This is an optimization exercise on Yosys and OpenROAD, whose aim is small area, a short achievable clock period and few clock cycles per item, not a production implementation. Function was checked by simulation only, so behaviour that the tests miss may differ from the original.

[flow/run.sh]
#!/bin/bash
# synth_recipe.tcl (not shown) runs the flow's synth.tcl, then flattens the netlist and writes it again
# the make line also repeats each setting of config.mk as NAME=value (left out here)
make -C /OpenROAD-flow-scripts/flow DESIGN_CONFIG=/design/flow/config.mk WORK_HOME=/design/flow/orfs CLKGATE_MAP_FILE= SYNTH_SCRIPT=/design/flow/synth_recipe.tcl finish
[flow/config.mk]
export PLATFORM = sky130hd
export DESIGN_NAME = monarco_conv
export DESIGN_NICKNAME = monarco_conv
export VERILOG_FILES = /design/flow/design.v
export SDC_FILE = /design/flow/constraint.sdc
export NUM_CORES = 4
export LEC_CHECK = 0
export CAP_MARGIN = 20
export CORE_MARGIN = 2
export CORE_UTILIZATION = 40
export SLEW_MARGIN = 20
[flow/constraint.sdc]
create_clock -name core_clock -period 10.0 [get_ports {clk}]
set_input_delay 2.0000 -clock core_clock [delete_from_list [all_inputs] [get_ports {clk}]]
set_output_delay 2.0000 -clock core_clock [all_outputs]
set_load 0.01 [all_outputs]
[flow/design.v]
module monarco_conv (
    input  wire        clk,
    input  wire        rst,
    input  wire        in_valid,
    output wire        in_ready,
    input  wire [31:0] in_word,
    input  wire [63:0] in_payload,
    output wire        out_valid,
    input  wire        out_ready,
    output reg  [15:0] out_code,
    output reg  [2:0]  out_status,
    output reg  [1:0]  out_warn
);
    localparam [7:0] OP_DUTY = 8'h12;
    localparam [7:0] OP_FREQ = 8'h13;
    localparam [7:0] OP_AOUT = 8'h14;
    localparam [2:0] ST_OK         = 3'd0;
    localparam [2:0] ST_UNKNOWN_OP = 3'd1;
    localparam [2:0] ST_RESERVED   = 3'd2;
    localparam [2:0] ST_INDEX      = 3'd3;
    localparam [2:0] ST_DOMAIN     = 3'd4;
    localparam [1:0] WARN_NONE = 2'b00;
    localparam [1:0] WARN_LOW  = 2'b01;
    localparam [1:0] WARN_HIGH = 2'b10;
    localparam [1:0] S_IDLE = 2'd0;
    localparam [1:0] S_PREP = 2'd1;
    localparam [1:0] S_DIV  = 2'd2;
    localparam [1:0] S_DONE = 2'd3;
    reg [1:0]  state;
    reg [31:0] word_q;
    reg [63:0] payload_q;
    reg [56:0] rem_q;       
    reg [50:0] dsr_q;       
    reg [15:0] quo_q;
    reg [3:0]  step_q;
    reg [1:0]  tier_q;      
    reg        mask_q;      
    assign in_ready  = (state == S_IDLE);
    assign out_valid = (state == S_DONE);
    wire [7:0]  opcode = word_q[31:24];
    wire [3:0]  index  = word_q[3:0];
    wire        resv   = |word_q[23:4];
    wire [31:0] num    = payload_q[63:32];    
    wire [31:0] den    = payload_q[31:0];     
    wire        num_neg  = num[31];
    wire        num_zero = (num == 32'd0);
    wire [63:0] n64      = {32'd0, num};      
    wire [63:0] d64      = {32'd0, den};
    wire known_op = (opcode == OP_DUTY) || (opcode == OP_FREQ) || (opcode == OP_AOUT);
    wire idx_bad  = (opcode == OP_DUTY) ? (index > 4'd3) : (index > 4'd1);
    wire duty_out = (opcode == OP_DUTY) && (num_neg || (n64 > d64));
    reg [2:0] chk_status;
    always @(*) begin
        if (!known_op)           chk_status = ST_UNKNOWN_OP;
        else if (resv)           chk_status = ST_RESERVED;
        else if (idx_bad)        chk_status = ST_INDEX;
        else if (den == 32'd0)   chk_status = ST_DOMAIN;
        else if (duty_out)       chk_status = ST_DOMAIN;
        else                     chk_status = ST_OK;
    end
    wire f_lt1      = num_neg || num_zero || (n64 < d64);
    wire f_lt10     = n64 < d64 * 64'd10;
    wire f_lt100    = n64 < d64 * 64'd100;
    wire f_lt1000   = n64 < d64 * 64'd1000;
    wire f_lt100000 = n64 < d64 * 64'd100000;
    wire [63:0] den10  = d64 * 64'd10;
    wire        v_high = !num_neg && (n64 >= den10);
    always @(posedge clk) begin
        if (rst) begin
            state      <= S_IDLE;
            out_code   <= 16'd0;
            out_status <= 3'd0;
            out_warn   <= 2'd0;
        end else begin
            case (state)
            S_IDLE: begin
                if (in_valid) begin
                    word_q    <= in_word;
                    payload_q <= in_payload;
                    state     <= S_PREP;
                end
            end
            S_PREP: begin
                out_status <= chk_status;
                out_warn   <= WARN_NONE;
                out_code   <= 16'd0;
                quo_q      <= 16'd0;
                step_q     <= 4'd15;
                tier_q     <= 2'd0;
                mask_q     <= 1'b0;
                state      <= S_DONE;
                if (chk_status == ST_OK) begin
                    case (opcode)
                    OP_DUTY: begin
                        rem_q <= n64[56:0] * 57'd65535;
                        dsr_q <= {d64[35:0], 15'd0};
                        state <= S_DIV;
                    end
                    OP_FREQ: begin
                        mask_q <= 1'b1;
                        dsr_q  <= {n64[35:0], 15'd0};
                        if (f_lt1 || !f_lt100000) begin
                            out_code <= 16'd0;
                        end else if (f_lt10) begin
                            tier_q <= 2'd3;
                            rem_q  <= d64[56:0] * 57'd62500;
                            state  <= S_DIV;
                        end else if (f_lt100) begin
                            tier_q <= 2'd2;
                            rem_q  <= d64[56:0] * 57'd500000;
                            state  <= S_DIV;
                        end else if (f_lt1000) begin
                            tier_q <= 2'd1;
                            rem_q  <= d64[56:0] * 57'd4000000;
                            state  <= S_DIV;
                        end else begin
                            tier_q <= 2'd0;
                            rem_q  <= d64[56:0] * 57'd32000000;
                            state  <= S_DIV;
                        end
                    end
                    default: begin  
                        if (num_neg) begin
                            out_code <= 16'd0;
                            out_warn <= WARN_LOW;
                        end else if (v_high) begin
                            out_code <= 16'd4095;
                            out_warn <= WARN_HIGH;
                        end else begin
                            rem_q <= n64[56:0] * 57'd4095;
                            dsr_q <= {den10[35:0], 15'd0};
                            state <= S_DIV;
                        end
                    end
                    endcase
                end
            end
            S_DIV: begin
                if ({6'd0, dsr_q} <= rem_q) begin
                    rem_q <= rem_q - {6'd0, dsr_q};
                    quo_q <= {quo_q[14:0], 1'b1};
                end else begin
                    quo_q <= {quo_q[14:0], 1'b0};
                end
                dsr_q  <= dsr_q >> 1;
                step_q <= step_q - 4'd1;
                if (step_q == 4'd0) begin
                    state <= S_DONE;
                    if (mask_q)
                        out_code <= ({quo_q[14:0], ({6'd0, dsr_q} <= rem_q)} & 16'hFFFC) + {14'd0, tier_q};
                    else
                        out_code <= {quo_q[14:0], ({6'd0, dsr_q} <= rem_q)};
                end
            end
            S_DONE: begin
                if (out_ready)
                    state <= S_IDLE;
            end
            endcase
        end
    end
endmodule
==> results by group <==
Global routing
  – First-pass GRT wire length: ~270000 microns
  – Gr ovfl total: 0
  – Pin count of the biggest net entering global routing: 71
  – Antenna violations before repair: 6
  – Vias in the first global route: 42600
  – Gr usage total: 26.0%

Routing
  – DRC: 0
  – Drt total wl: approximately 180000 microns
  – Antenna viol nets, final: 0
  – Vias per std cell: 5.64
  – Drt initial violations: 4180
  – DR vias: 43300
  – First drt pass iteration count: 6
  – Routed len/inst: 23.0 microns

Floorplan
  – Starting Density: 40.4%
  – Die height: approximately 370 microns
  – Die ar.: 136000 sq um
  – I/O Pins: between 100 and 150
  – Row count: roughly 130
  – Core box area: between 100000 and 150000 sq um
  – Die Width: 369 microns

Clocking
  – CTS Root Cell: clkbuf_16
  – Worst skew pair latency: 0.65 ns
  – Number of CTS-inserted buffers: 39
  – CTS tree: done
  – Reg clk slew, reported paths: 0.06 ns
  – Post-CTS setup buffer count: 0
  – Clock sink count: 248
  – Number of H-tree levels: 2
  – Hold_buf cts: 0
  – Max clock buf depth: 3
  – Post-CTS resize count: 0

STA
  – Max-slew violations: 0
  – Final TNS setup: 0 ns
  – RSZ-0062 raised after global routing: false
  – Final period util: 94.3%
  – Endpoints failing setup: 0
  – Slew headroom: 20.1%
  – Final Skew: around 0.054 ns
  – Worst-Margin Slew: 1.19 ns
  – Final critical-path required period: 9.43 ns
  – Fmax: 106 MHz
  – Fin. Hold Viols: 0

Job
  – MaxCap Viol Count: 0

Placed design
  – Port buffer count: 121
  – Routability cong.: 0.997
  – DP Wirelength: 148000 microns

Cells and area
  – Net count, final: ~7500
  – Final cell utilization of the core: 44.1%
  – FILL cells: about 13000
  – Layout cells sized above 1: 3.78%
  – Syn-to-layout area delta: 9.19%

Synthesis
  – Sequential share of the synthesized area: a little over an eighth
  – Synthesized area per cell: 9.23 sq um
  – Ranking of synthesized cells by area: fa_1, ha_1, edfxtp_1
  – EDFF count, synth: 225
  – Cell taking the most area after synthesis: fa_1
  – Ys Warns: 1
  – Async SR Flop Fraction: 0%
  – Cell Area, Synth: 53300 sq um
  – Yosys cell types: 103
  – List of most frequent post-synthesis cells: inv_1, ha_1, fa_1
  – Synthesized net count: ~7400
  – Post-synth top flop: edfxtp_1
  – Post-Syn Instances: 5774
  – Synthesized flop and latch total: 248
  – Most numerous cell in the Yosys netlist: inv_1
  – Top-area cell type share of the netlist area: 27.0%

Outcome
  – Status: timing/DRC/antenna clean

Setup path
  – Startpoint types: flop
  – Nature of the critical path endpoint: flop
  – CP Class: flop to flop
  – Max Fanout on Critical Path: 46
  – CP most frequent cell: inv_1
  – CP arrival: 9.74 ns
  – Slowest CP cell: edfxtp_1
  – CP max stage delay: 0.56 ns
  – Worst EP required: about 10 ns

Hold path
  – Min-delay worst type: flop to flop
logic make-up after synthesis:
| group | share of synthesized area (%) |
|---|---|
| compound gates | 17.2 |
| xor+xnor | 4.71 |
| fa+ha+maj | 45.0 |
| buf+inv | 9.09 |
| flops | 13.5 |
| mux | 1.01 |
| simple gates | 9.48 |
worst max-delay path, delay by kind of cell (launching register included):
| family | cells | cell delay [ns] |
|---|---|---|
| adder cells (fa/ha/maj) | 7 | 2.89 |
| AO/OA/AOI/OAI | 11 | 2.37 |
| AND/OR/NAND/NOR | 6 | 1.79 |
| buffers and inverters | 7 | 1.28 |
| flip-flops | 1 | 0.56 |
| XOR/XNOR | 1 | 0.09 |
placed cells by master, fill, tap and decap left out, drive strengths merged, types with 38 or more instances in the layout:
cell type and count:
buf 92, a21oi 380, nand2 322, o21a 60, nor3 54, edfxtp 225, ha 766, clkdlybuf4s50 121
nor2 261, o211ai 66, xnor2 163, nand4 74, nand3 106, o21bai 38, a31oi 46, o21ai 266
inv 1146, xor2 124, fa 720, nand2b 50, a211oi 57, a21o 152, clkbuf 41, mux2i 42
metal layers:
layer  vias up  GRT usage [%]  part of all wire, %
li1      20000              -                    -
met1     21600           36.6                   44
met2      1526           41.4                   45
met3       232           4.22                  7.4
met4         4           7.10                  3.2
met5         -              0                0.018
flip-flops by register name, summed over array words and instances, names as in the netlist:
register and flops:
payload_q 64, state 2, dsr_q 51, out_code 16, tier_q 2, rem_q 57, out_warn 2, quo_q 15
step_q 4, word_q 31, out_status 3, mask_q 1
metrics by stage:
step	worst slack, ns	instance area [sq um]	std cells	hold WS [ns]
after detailed placement	0.758	56900	7606	0.465
after floorplan	0.197	53300	5774	0.484
final	0.569	58200	7678	0.473
after global placement	0.868	56900	7605	0.456
after CTS	0.682	58200	7674	0.474
after global routing	0.176	58200	7677	0.502
final timing paths:
kind,start,end,slack (ns),depth (start not counted)
setup / recovery,payload_q[9]$_DFFE_PP_,rem_q[51]$_DFFE_PP_,0.57,32
hold / removal,out_status[2]$_SDFFE_PP0P_,out_status[2]$_SDFFE_PP0P_,0.47,2
setup reg to reg,payload_q[9]$_DFFE_PP_,rem_q[51]$_DFFE_PP_,0.57,32
hold reg to reg,out_status[2]$_SDFFE_PP0P_,out_status[2]$_SDFFE_PP0P_,0.47,2
area by class of cell:
| class | instances | area [sq um] | share of cell area (%) |
|---|---|---|---|
| multi-input cells | 4254 | 41300 | 70.9 |
| flip-flops and latches | 248 | 7220 | 12.4 |
| inverters | 1138 | 4270 | 7.34 |
| well taps | 1755 | 2200 | 3.77 |
| repair buffers | 213 | 1920 | 3.30 |
| clock buffers | 41 | 1010 | 1.74 |
| clock inverters | 27 | 290 | 0.499 |
| diodes | 2 | 5.00 | 0.00860 |
Testbench counts, summed over its fixed seeds: cycles 130,864, items 8,000.

-- afterwards: timing with drivers on the ports --
The flow's constraints put no driver on any port. The routed layout listed below was extracted and timed again, unchanged, in two steps.
Step 1 sets driving cells, clkbuf_16 on the clock port and buf_2 on the other inputs (assumed; they add their load-dependent delay and slew).
Step 2 moves the port delays by t, midway between the first and last clock arrival at a register: inputs arrive t later, outputs are due t later. That takes back most of the time a late clock gives input paths.
a / b / c = no drivers / after step 1 / after step 2; a / b = the first two.
t (ns): 0.693
setup WS [ns]: 0.569 / 0.569 / 0.569
worst hold slack (ns): 0.473 / 0.473 / 0.473
clock arrival spread, ns: 0.054 / 0.054
After both steps setup and hold are still met in this run. The setup slack of this run moves by 0.000 ns with the drivers and by 0.000 ns with both steps.
